What follows belongs to an exercise in optimizing a design on an open flow for small area, a short achievable clock period and few clock cycles; a production flow would make more cautious choices. Where RTL was checked, it was by simulation tests only, not by an equivalence proof against the original. Power is estimated from default activity; no workload was simulated.

==> job 341: inputs <==
// spdy_fhd
module spdy_fhd #(
    parameter [32:0] BUF_CAP  = 33'd4096,
    parameter [23:0] LEN_CAP  = 24'd2048,
    parameter integer PRI_BITS = 3,
    parameter [7:0]  SS_OFF   = 8'd10,
    parameter [7:0]  SR_OFF   = 8'd4,
    parameter [7:0]  HD_OFF   = 8'd4
) (
    input  wire        clk,
    input  wire        rst,
    input  wire        cmd_valid,
    output wire        cmd_ready,
    input  wire [7:0]  cmd_op,
    input  wire [31:0] cmd_arg,
    output reg         done,
    output reg         mem_en,
    output reg  [31:0] mem_addr,
    input  wire [7:0]  mem_rdata,
    input  wire [5:0]  reg_addr,
    output reg  [31:0] reg_rdata
);
    localparam [7:0] OP_TRYRD  = 8'h01, OP_SEEK   = 8'h06, OP_SETLIM = 8'h07,
                     OP_DECHDR = 8'h10, OP_CLSFY  = 8'h11, OP_XPAY   = 8'h12,
                     OP_SENTRY = 8'h13, OP_DECFRM = 8'h14;
    localparam [2:0] ST_OK = 3'd0, ST_SHORT = 3'd1, ST_MALFORMED = 3'd2,
                     ST_NOHDR = 3'd3, ST_RANGE = 3'd4, ST_BADCMD = 3'd5;
    localparam [3:0] K_DATA = 4'd0, K_SYN_STREAM = 4'd1, K_SYN_REPLY = 4'd2,
                     K_RST_STREAM = 4'd3, K_SETTINGS = 4'd4, K_PING = 4'd6,
                     K_HEADERS = 4'd8, K_UNKNOWN = 4'd15;
    localparam [2:0] M_RDU = 3'd0, M_HDR = 3'd1, M_FRM = 3'd2, M_PAY = 3'd3,
                     M_SE = 3'd4, M_FRM2 = 3'd5, M_SCNT = 3'd6;
    reg [12:0] pos, lim;
    reg [2:0]  st;
    reg        val_ok;
    reg [31:0] val;
    reg        sl_ok;
    reg [12:0] sl_off, sl_len;
    reg        fr_init, fr_v, fr_ctrl;
    reg [30:0] fr_w;                  
    reg [7:0]  fr_flags;
    reg [23:0] fr_len;
    reg        pl_init;
    reg [3:0]  pl_kind;
    reg [31:0] pa;                    
    reg [31:0] pb;                    
    reg [2:0]  pri;
    reg [12:0] rest_off, rest_len;
    reg        se_ok;
    reg [63:0] se;                    
    reg        busy;
    reg [2:0]  mode;
    reg [3:0]  t;
    reg [1:0]  kq;                    
    reg        d8;                    
    reg [55:0] hb;                    
    function [3:0] classify;
        input        c;
        input [15:0] ty;
        begin
            if (!c)
                classify = K_DATA;
            else if (ty[15:4] == 12'd0 &&
                     (ty[3:0] == 4'd1 || ty[3:0] == 4'd2 || ty[3:0] == 4'd3 ||
  ...
export LEC_CHECK = 0
export ABC_CLOCK_PERIOD_IN_PS = 5000
export CAP_MARGIN = 35
export CORE_MARGIN = 2
export CORE_UTILIZATION = 30
export SETUP_SLACK_MARGIN = 4.0
export SLEW_MARGIN = 35
create_clock -name core_clock -period 10.0 [get_ports {clk}]
run.sh (not shown) runs the stock make flow with config.mk's settings and CLKGATE_MAP_FILE= SYNTH_SCRIPT=/design/flow/synth_recipe.tcl, a recipe that flattens the netlist after the stock synthesis.
==> job 5527: changes against job 341 <==
--- a/flow/design.v
+++ b/flow/design.v
@@ -24,17 +24,17 @@
                      OP_SENTRY = 8'h13, OP_DECFRM = 8'h14;
     localparam [2:0] ST_OK = 3'd0, ST_SHORT = 3'd1, ST_MALFORMED = 3'd2,
                      ST_NOHDR = 3'd3, ST_RANGE = 3'd4, ST_BADCMD = 3'd5;
     localparam [3:0] K_DATA = 4'd0, K_SYN_STREAM = 4'd1, K_SYN_REPLY = 4'd2,
                      K_RST_STREAM = 4'd3, K_SETTINGS = 4'd4, K_PING = 4'd6,
                      K_HEADERS = 4'd8, K_UNKNOWN = 4'd15;
     localparam [2:0] M_RDU = 3'd0, M_HDR = 3'd1, M_FRM = 3'd2, M_PAY = 3'd3,
                      M_SE = 3'd4, M_FRM2 = 3'd5, M_SCNT = 3'd6;
-    reg [12:0] pos, lim;
+    reg [12:0] pos;
     reg [2:0]  st;
     reg        val_ok;
     reg [31:0] val;
     reg        sl_ok;
     reg [12:0] sl_off, sl_len;
     reg        fr_init, fr_v, fr_ctrl;
     reg [30:0] fr_w;                  
     reg [7:0]  fr_flags;
@@ -90,116 +90,123 @@
                 K_SYN_REPLY, K_SETTINGS, K_PING, K_HEADERS: read_size = 4'd4;
                 default:      read_size = 4'd0;
             endcase
         end
     endfunction
     wire [63:0] w64 = {hb, mem_rdata};
     wire [31:0] w32 = w64[31:0];
     reg  [12:0] av;
+    wire [12:0] lim   = pos + av;
     wire [12:0] pos8  = pos + 13'd8;
+    wire [12:0] am8   = av - 13'd8;
     wire        avnz  = (av != 13'd0);
     wire        av8   = (av[12:3] != 10'd0);
     wire        av9   = av8 && (av[12:4] != 9'd0 || av[2:0] != 3'd0);
-    wire [11:0] am8   = av[11:0] - 12'd8;
     assign cmd_ready = !busy;
     wire acc = cmd_valid && !busy;
     wire m_rdu  = busy && (mode == M_RDU);
     wire m_hdr  = busy && (mode == M_HDR);
     wire m_frm  = busy && (mode == M_FRM);
     wire m_pay  = busy && (mode == M_PAY);
     wire m_se   = busy && (mode == M_SE);
     wire m_frm2 = busy && (mode == M_FRM2);
     wire m_scnt = busy && (mode == M_SCNT);
     reg  [3:0] fr_kind;
     wire        d8b   = busy && d8;
     wire [3:0]  pk    = m_scnt ? K_SETTINGS : fr_kind;
     wire [3:0]  prs   = read_size(pk);
     wire [12:0] plen  = m_scnt ? {1'b0, w64[43:32]} : fr_len[12:0];
     wire [12:0] p     = d8b ? pos8 : pos;
     wire [12:0] s8    = {1'b0, w32[8:0], 3'b100};          
-    wire        cbad  = (w32[31:9] != 23'd0) || (s8 > plen);
     wire [12:0] fixp  = (pk == K_SETTINGS) ? s8 : {9'd0, fix_size(pk)};
+    wire [13:0] rlen  = {1'b0, plen} - {1'b0, fixp};
+    wire        cbad  = (w32[31:9] != 23'd0) || rlen[13];
     wire        pay_end = m_pay && (t == ((prs == 4'd0) ? 4'd1 : prs));
     wire        scnt_end = m_scnt && (t == 4'd7);
-    wire        xp_short = (fr_len[23:13] != 11'd0) || (fr_len[12:0] > av);
+    wire        xp_short = (fr_len[23:13] != 11'd0) || dif[13];
     wire        xp_mal   = (fr_len[23:4] == 20'd0) && (fr_len[3:0] < fix_size(fr_kind));
     wire        xp_go    = fr_v && !xp_short && !xp_mal;
     wire        xp_rd    = (read_size(fr_kind) != 4'd0);
-    wire        h_short  = (w64[23:12] != 12'd0) || (w64[11:0] > am8);
+    wire        h_short  = (w64[23:12] != 12'd0) || dif[13];
     wire [3:0]  hk       = classify(w64[39], w64[23:8]);
     wire        h_mal    = (w64[63:44] == 20'd0) && (w64[43:40] < fix_size(hk));
     wire [13:0] se_room  = {1'b0, lim} - {1'b0, pb[12:0]};
     wire        se_okc   = (pl_kind == K_SETTINGS) && (cmd_arg[31:9] == 23'd0) &&
                            (cmd_arg[8:0] < pa[8:0]) && !se_room[13] &&
                            ({1'b0, cmd_arg[8:0]} < se_room[12:3]);
     wire        is_rdu   = (cmd_op >= 8'h02) && (cmd_op <= 8'h05);
-    wire        rdu_ok   = ({10'd0, cmd_op[2:0] - 3'd1} <= av);
+    wire        rdu_ok   = !dif[13];
     wire        is_hdr = (cmd_op == OP_DECHDR || cmd_op == OP_DECFRM);
     wire        en0 = acc && (((is_rdu || cmd_op == OP_XPAY) && avnz) || (is_hdr && av8));
-    wire        tr_short  = (cmd_arg[31:13] != 19'd0) || (cmd_arg[12:0] > av);
-    wire        seek_bad  = (cmd_arg[31:13] != 19'd0) || (cmd_arg[12:0] > lim);
-    wire        lim_bad   = (cmd_arg[31:13] != 19'd0) || (cmd_arg[12:0] < pos) ||
-                            (cmd_arg[12] && cmd_arg[11:0] != 12'd0);
+    wire        op_sk = !busy && !cmd_op[4] && cmd_op[2:0] == 3'd6;
+    wire        op_sl = !busy && !cmd_op[4] && cmd_op[2:0] == 3'd7;
+    wire        hi8   = busy && (mode == M_HDR || mode == M_FRM || mode == M_FRM2 || d8);
+    reg  [12:0] y;
+    always @(*) begin
+        if (!busy)
+            y = cmd_op[4] ? (cmd_op[0] ? {cmd_arg[9:0], 3'b000} : fr_len[12:0]) :
+                (cmd_op[2:1] == 2'b01 || cmd_op[2:1] == 2'b10) ? {10'd0, cmd_op[2:0] - 3'd1} :
+                cmd_arg[12:0];
+        else case (mode)
+            M_RDU:  y = {10'd0, kq} + 13'd1;
+            M_HDR:  y = 13'd0;
+            M_FRM:  y = {1'b0, w64[11:0]};
+            M_FRM2: y = {1'b0, w64[51:40]};
+            default: y = plen;
+        endcase
+    end
+    wire [12:0] dif_a = op_sk ? lim : op_sl ? cmd_arg[12:0] : hi8 ? am8 : av;
+    wire [12:0] dif_b = op_sl ? pos : y;
+    wire [13:0] dif   = {1'b0, dif_a} - {1'b0, dif_b};
+    wire        arg_hi    = (cmd_arg[31:13] != 19'd0);
+    wire        tr_short  = arg_hi || dif[13];
+    wire        seek_bad  = arg_hi || dif[13];
+    wire        lim_bad   = arg_hi || dif[13] || (cmd_arg[12] && cmd_arg[11:0] != 12'd0);
+    wire        hdrop = cmd_op[7:5] == 3'd0 && cmd_op[4] && !cmd_op[3] && cmd_op[1:0] == 2'd0;
     reg  [4:0]  off;
     always @(*) begin
         off = 5'd0;
         if (busy) case (mode)
             M_HDR, M_FRM, M_FRM2: off = t[3] ? 5'd8 : {2'b00, t[2:0] + 3'd5};
             M_PAY:  off = {1'b0, t} + {1'b0, d8, 3'b000};
             M_SCNT: off = {1'b0, t} + 5'd5;
             default: off = {1'b0, t};
         endcase
     end
-    wire [12:0] a_b   = m_se ? pb[12:0] : pos;
-    wire [12:0] a_o   = m_se ? {1'b0, se[8:0], t[2:0]} : {8'd0, off};
+    wire [12:0] a_b   = m_se ? se[12:0] : pos;
+    wire [12:0] pos5  = pos + 13'd5;
     always @(*) begin
-        if (!busy && cmd_op[7:5] == 3'd0 && cmd_op[4] && !cmd_op[3] && cmd_op[1:0] == 2'd0)
-            mem_addr = {19'd0, pos + 13'd5};
-        else
-            mem_addr = {19'd0, a_b + a_o};
+        mem_addr = {19'd0, (!busy && hdrop) ? pos5 : a_b + {8'd0, off}};
         if (!busy)
             mem_en = en0;
         else case (mode)
             M_RDU:  mem_en = (t[2:0] < {1'b0, kq} + 3'd1);
             M_HDR, M_FRM2, M_SE: mem_en = !t[3];
             M_FRM:  mem_en = !t[3] || av9;
             M_PAY:  mem_en = (t < prs);
             M_SCNT: mem_en = (t < 4'd7);
             default: mem_en = 1'b0;
         endcase
     end
-    reg  [12:0] pos_b;
-    wire [12:0] pos_a   = (m_hdr || m_frm2 || d8b) ? pos8 : pos;
-    wire [12:0] pos_sum = pos_a + pos_b;
-    always @(*) begin
-        if (!busy)
-            pos_b = (cmd_op == OP_XPAY) ? plen : cmd_arg[12:0];
-        else case (mode)
-            M_RDU:  pos_b = {10'd0, kq} + 13'd1;
-            M_HDR:  pos_b = 13'd0;
-            M_FRM2: pos_b = {1'b0, w64[51:40]};
-            default: pos_b = plen;
-        endcase
-    end
+    wire [12:0] pos_sum = (!busy && cmd_op[4] && cmd_op[0]) ? pb[12:0] + y : (hi8 ? pos8 : pos) + y;
     wire        x0   = acc && cmd_op == OP_XPAY && xp_go && !xp_rd;
     wire        pc   = x0 || ((pay_end || scnt_end) && !(pk == K_SETTINGS && cbad));
     wire        rdu_end = m_rdu && (t[2:0] == {1'b0, kq} + 3'd1);
     wire        pos_ld  = (acc && cmd_op == OP_TRYRD && !tr_short) || x0 || rdu_end ||
                           ((m_hdr || m_frm2) && t[3]) ||
                           (pay_end && !(pk == K_SETTINGS && cbad));
     wire        pos_sk  = acc && cmd_op == OP_SEEK && !seek_bad;
     wire        lim_ld  = acc && cmd_op == OP_SETLIM && !lim_bad;
     wire [12:0] pos_nx  = rst ? 13'd0 : pos_sk ? cmd_arg[12:0] : pos_ld ? pos_sum : pos;
-    wire [12:0] lim_nx  = rst ? 13'd0 : lim_ld ? cmd_arg[12:0] : lim;
+    wire [12:0] av_nx   = rst ? 13'd0 : (pos_sk || pos_ld || lim_ld) ? dif[12:0] : av;
     always @(posedge clk) begin
         hb  <= {hb[47:0], mem_rdata};
         pos <= pos_nx;
-        lim <= lim_nx;
-        av  <= lim_nx - pos_nx;
+        av  <= av_nx;
         if (rst) begin
             busy    <= 1'b0;
             done    <= 1'b0;
             mode    <= M_RDU;
             t       <= 4'd0;
             kq      <= 2'd0;
             d8      <= 1'b0;
             st      <= ST_OK;
@@ -279,17 +286,17 @@
                         end
                     end
                     OP_SENTRY: begin
                         t <= 4'd0;
                         if (!se_okc) begin
                             st   <= ST_RANGE;
                             done <= 1'b1;
                         end else begin
-                            se[8:0] <= cmd_arg[8:0];
+                            se[12:0] <= pos_sum;
                             busy    <= 1'b1;
                             mode    <= M_SE;
                         end
                     end
                     default: begin
                         st   <= ST_BADCMD;
                         done <= 1'b1;
                     end
==> flow/config.mk (replaced) <==
export PLATFORM = sky130hd
export DESIGN_NAME = spdy_fhd
export DESIGN_NICKNAME = spdy_fhd
export VERILOG_FILES = /design/flow/design.v
export SDC_FILE = /design/flow/constraint.sdc
export NUM_CORES = 4
export LEC_CHECK = 0
export ABC_CLOCK_PERIOD_IN_PS = 4000
export CAP_MARGIN = 35
export CORE_MARGIN = 2
export CORE_UTILIZATION = 60
export SETUP_SLACK_MARGIN = 4.0
export SLEW_MARGIN = 35
==> job 7771: changes against job 341 <==
--- a/flow/design.v
+++ b/flow/design.v
@@ -24,17 +24,17 @@
                      OP_SENTRY = 8'h13, OP_DECFRM = 8'h14;
     localparam [2:0] ST_OK = 3'd0, ST_SHORT = 3'd1, ST_MALFORMED = 3'd2,
                      ST_NOHDR = 3'd3, ST_RANGE = 3'd4, ST_BADCMD = 3'd5;
     localparam [3:0] K_DATA = 4'd0, K_SYN_STREAM = 4'd1, K_SYN_REPLY = 4'd2,
                      K_RST_STREAM = 4'd3, K_SETTINGS = 4'd4, K_PING = 4'd6,
                      K_HEADERS = 4'd8, K_UNKNOWN = 4'd15;
     localparam [2:0] M_RDU = 3'd0, M_HDR = 3'd1, M_FRM = 3'd2, M_PAY = 3'd3,
                      M_SE = 3'd4, M_FRM2 = 3'd5, M_SCNT = 3'd6;
-    reg [12:0] pos, lim;
+    reg [12:0] pos;
     reg [2:0]  st;
     reg        val_ok;
     reg [31:0] val;
     reg        sl_ok;
     reg [12:0] sl_off, sl_len;
     reg        fr_init, fr_v, fr_ctrl;
     reg [30:0] fr_w;                  
     reg [7:0]  fr_flags;
@@ -90,60 +90,81 @@
                 K_SYN_REPLY, K_SETTINGS, K_PING, K_HEADERS: read_size = 4'd4;
                 default:      read_size = 4'd0;
             endcase
         end
     endfunction
     wire [63:0] w64 = {hb, mem_rdata};
     wire [31:0] w32 = w64[31:0];
     reg  [12:0] av;
+    wire [12:0] lim   = pos + av;
     wire [12:0] pos8  = pos + 13'd8;
+    wire [12:0] am8   = av - 13'd8;
     wire        avnz  = (av != 13'd0);
     wire        av8   = (av[12:3] != 10'd0);
     wire        av9   = av8 && (av[12:4] != 9'd0 || av[2:0] != 3'd0);
-    wire [11:0] am8   = av[11:0] - 12'd8;
     assign cmd_ready = !busy;
     wire acc = cmd_valid && !busy;
     wire m_rdu  = busy && (mode == M_RDU);
     wire m_hdr  = busy && (mode == M_HDR);
     wire m_frm  = busy && (mode == M_FRM);
     wire m_pay  = busy && (mode == M_PAY);
     wire m_se   = busy && (mode == M_SE);
     wire m_frm2 = busy && (mode == M_FRM2);
     wire m_scnt = busy && (mode == M_SCNT);
     reg  [3:0] fr_kind;
     wire        d8b   = busy && d8;
     wire [3:0]  pk    = m_scnt ? K_SETTINGS : fr_kind;
     wire [3:0]  prs   = read_size(pk);
     wire [12:0] plen  = m_scnt ? {1'b0, w64[43:32]} : fr_len[12:0];
     wire [12:0] p     = d8b ? pos8 : pos;
     wire [12:0] s8    = {1'b0, w32[8:0], 3'b100};          
-    wire        cbad  = (w32[31:9] != 23'd0) || (s8 > plen);
     wire [12:0] fixp  = (pk == K_SETTINGS) ? s8 : {9'd0, fix_size(pk)};
+    wire [13:0] rlen  = {1'b0, plen} - {1'b0, fixp};
+    wire        cbad  = (w32[31:9] != 23'd0) || rlen[13];
     wire        pay_end = m_pay && (t == ((prs == 4'd0) ? 4'd1 : prs));
     wire        scnt_end = m_scnt && (t == 4'd7);
-    wire        xp_short = (fr_len[23:13] != 11'd0) || (fr_len[12:0] > av);
+    wire        xp_short = (fr_len[23:13] != 11'd0) || dif[13];
     wire        xp_mal   = (fr_len[23:4] == 20'd0) && (fr_len[3:0] < fix_size(fr_kind));
     wire        xp_go    = fr_v && !xp_short && !xp_mal;
     wire        xp_rd    = (read_size(fr_kind) != 4'd0);
-    wire        h_short  = (w64[23:12] != 12'd0) || (w64[11:0] > am8);
+    wire        h_short  = (w64[23:12] != 12'd0) || dif[13];
     wire [3:0]  hk       = classify(w64[39], w64[23:8]);
     wire        h_mal    = (w64[63:44] == 20'd0) && (w64[43:40] < fix_size(hk));
     wire [13:0] se_room  = {1'b0, lim} - {1'b0, pb[12:0]};
     wire        se_okc   = (pl_kind == K_SETTINGS) && (cmd_arg[31:9] == 23'd0) &&
                            (cmd_arg[8:0] < pa[8:0]) && !se_room[13] &&
                            ({1'b0, cmd_arg[8:0]} < se_room[12:3]);
     wire        is_rdu   = (cmd_op >= 8'h02) && (cmd_op <= 8'h05);
-    wire        rdu_ok   = ({10'd0, cmd_op[2:0] - 3'd1} <= av);
+    wire        rdu_ok   = !dif[13];
     wire        is_hdr = (cmd_op == OP_DECHDR || cmd_op == OP_DECFRM);
     wire        en0 = acc && (((is_rdu || cmd_op == OP_XPAY) && avnz) || (is_hdr && av8));
-    wire        tr_short  = (cmd_arg[31:13] != 19'd0) || (cmd_arg[12:0] > av);
-    wire        seek_bad  = (cmd_arg[31:13] != 19'd0) || (cmd_arg[12:0] > lim);
-    wire        lim_bad   = (cmd_arg[31:13] != 19'd0) || (cmd_arg[12:0] < pos) ||
-                            (cmd_arg[12] && cmd_arg[11:0] != 12'd0);
+    wire        op_sk = !busy && cmd_op == OP_SEEK;
+    wire        op_sl = !busy && cmd_op == OP_SETLIM;
+    wire        hi8   = busy && (mode == M_HDR || mode == M_FRM || mode == M_FRM2 || d8);
+    reg  [12:0] y;
+    always @(*) begin
+        if (!busy)
+            y = (cmd_op == OP_XPAY) ? fr_len[12:0] :
+                is_rdu ? {10'd0, cmd_op[2:0] - 3'd1} : cmd_arg[12:0];
+        else case (mode)
+            M_RDU:  y = {10'd0, kq} + 13'd1;
+            M_HDR:  y = 13'd0;
+            M_FRM:  y = {1'b0, w64[11:0]};
+            M_FRM2: y = {1'b0, w64[51:40]};
+            default: y = plen;
+        endcase
+    end
+    wire [12:0] dif_a = op_sk ? lim : op_sl ? cmd_arg[12:0] : hi8 ? am8 : av;
+    wire [12:0] dif_b = op_sl ? pos : y;
+    wire [13:0] dif   = {1'b0, dif_a} - {1'b0, dif_b};
+    wire        arg_hi    = (cmd_arg[31:13] != 19'd0);
+    wire        tr_short  = arg_hi || dif[13];
+    wire        seek_bad  = arg_hi || dif[13];
+    wire        lim_bad   = arg_hi || dif[13] || (cmd_arg[12] && cmd_arg[11:0] != 12'd0);
     reg  [4:0]  off;
     always @(*) begin
         off = 5'd0;
         if (busy) case (mode)
             M_HDR, M_FRM, M_FRM2: off = t[3] ? 5'd8 : {2'b00, t[2:0] + 3'd5};
             M_PAY:  off = {1'b0, t} + {1'b0, d8, 3'b000};
             M_SCNT: off = {1'b0, t} + 5'd5;
             default: off = {1'b0, t};
@@ -162,44 +183,31 @@
             M_RDU:  mem_en = (t[2:0] < {1'b0, kq} + 3'd1);
             M_HDR, M_FRM2, M_SE: mem_en = !t[3];
             M_FRM:  mem_en = !t[3] || av9;
             M_PAY:  mem_en = (t < prs);
             M_SCNT: mem_en = (t < 4'd7);
             default: mem_en = 1'b0;
         endcase
     end
-    reg  [12:0] pos_b;
-    wire [12:0] pos_a   = (m_hdr || m_frm2 || d8b) ? pos8 : pos;
-    wire [12:0] pos_sum = pos_a + pos_b;
-    always @(*) begin
-        if (!busy)
-            pos_b = (cmd_op == OP_XPAY) ? plen : cmd_arg[12:0];
-        else case (mode)
-            M_RDU:  pos_b = {10'd0, kq} + 13'd1;
-            M_HDR:  pos_b = 13'd0;
-            M_FRM2: pos_b = {1'b0, w64[51:40]};
-            default: pos_b = plen;
-        endcase
-    end
+    wire [12:0] pos_sum = (hi8 ? pos8 : pos) + y;
     wire        x0   = acc && cmd_op == OP_XPAY && xp_go && !xp_rd;
     wire        pc   = x0 || ((pay_end || scnt_end) && !(pk == K_SETTINGS && cbad));
     wire        rdu_end = m_rdu && (t[2:0] == {1'b0, kq} + 3'd1);
     wire        pos_ld  = (acc && cmd_op == OP_TRYRD && !tr_short) || x0 || rdu_end ||
                           ((m_hdr || m_frm2) && t[3]) ||
                           (pay_end && !(pk == K_SETTINGS && cbad));
     wire        pos_sk  = acc && cmd_op == OP_SEEK && !seek_bad;
     wire        lim_ld  = acc && cmd_op == OP_SETLIM && !lim_bad;
     wire [12:0] pos_nx  = rst ? 13'd0 : pos_sk ? cmd_arg[12:0] : pos_ld ? pos_sum : pos;
-    wire [12:0] lim_nx  = rst ? 13'd0 : lim_ld ? cmd_arg[12:0] : lim;
+    wire [12:0] av_nx   = rst ? 13'd0 : (pos_sk || pos_ld || lim_ld) ? dif[12:0] : av;
     always @(posedge clk) begin
         hb  <= {hb[47:0], mem_rdata};
         pos <= pos_nx;
-        lim <= lim_nx;
-        av  <= lim_nx - pos_nx;
+        av  <= av_nx;
         if (rst) begin
             busy    <= 1'b0;
             done    <= 1'b0;
             mode    <= M_RDU;
             t       <= 4'd0;
             kq      <= 2'd0;
             d8      <= 1'b0;
             st      <= ST_OK;
==> flow/config.mk (replaced) <==
export PLATFORM = sky130hd
export DESIGN_NAME = spdy_fhd
export DESIGN_NICKNAME = spdy_fhd
export VERILOG_FILES = /design/flow/design.v
export SDC_FILE = /design/flow/constraint.sdc
export NUM_CORES = 4
export LEC_CHECK = 0
export ABC_CLOCK_PERIOD_IN_PS = 4000
export CAP_MARGIN = 35
export CORE_MARGIN = 2
export CORE_UTILIZATION = 30
export SETUP_SLACK_MARGIN = 5.0
export SLEW_MARGIN = 35
==> qor summary <==
item	job 7771	job 341	job 5527
Static power due to leakage	13.1 nW	12.1 nW	11.2 nW
Worst setup path startpoint	cmd_op[5]	t[0]$_SDFF_PP0_	reg_addr[3]
Global placer's final weighted congestion	0.979	0.968	1.06
Clock slew at the register clock pins of the worst setup and hold paths	60 ps	60 ps	70 ps
Comb group	0.256 mW	0.234 mW	0.323 mW
Fraction of layout cells with a size suffix above 1	33.5%	18.7%	17.9%
R2R Setup Slk	4160 ps	3980 ps	4280 ps
Buffers inserted during post-CTS setup optimization	214	108	47
Run status	no timing/DRC/antenna violations	no timing/DRC/antenna violations	no timing/DRC/antenna violations
Number of gates on the worst path with buffers counted	24	16	10
Average size of a mapped cell	9.50 sq um	9.74 sq um	9.68 sq um
Post-synthesis instance area	0.0238 sq mm	0.0245 sq mm	0.0242 sq mm
Routed via count divided by cell count	6.06	5.84	7.54
Testbench counts of job 5527, summed over its fixed seeds: cycles 54,026.
No functional check of the RTL was part of job 341 and job 7771.

[afterwards: timing with drivers on the ports]
In the flow no input, the clock included, has a driving cell. The finished layouts below were timed again as built, in two steps. Step 1: set_driving_cell puts a clkbuf_16 on clk and a buf_2 on each other input, an assumption about the parent block. Step 2 moves the port delays by t, midway between the first and last clock arrival at a register: inputs arrive t later, outputs are due t later. That takes back most of the time a late clock gives input paths. Three values: ideal ports, drivers, drivers and shift; two values: the first two.
| run | t (ns) | setup WS [ns] | clock arrival spread, ns | worst slew at a driven data input, ns | pins driven straight from the clock port |
|---|---|---|---|---|---|
| job 341 | 0.666 | 3.891 / 3.828 / 3.268 | 0.042 / 0.043 | 0.08 | 1 |
| job 5527 | 0.652 | 3.875 / 3.789 / 3.371 | 0.065 / 0.064 | 0.09 | 1 |
| job 7771 | 0.651 | 3.897 / 3.830 / 3.269 | 0.039 / 0.038 | 0.17 | 1 |
After both steps setup and hold are still met in every run listed. For job 7771, which loses most, drivers alone change the setup slack by -0.067 ns; drivers and shift together by -0.628 ns.
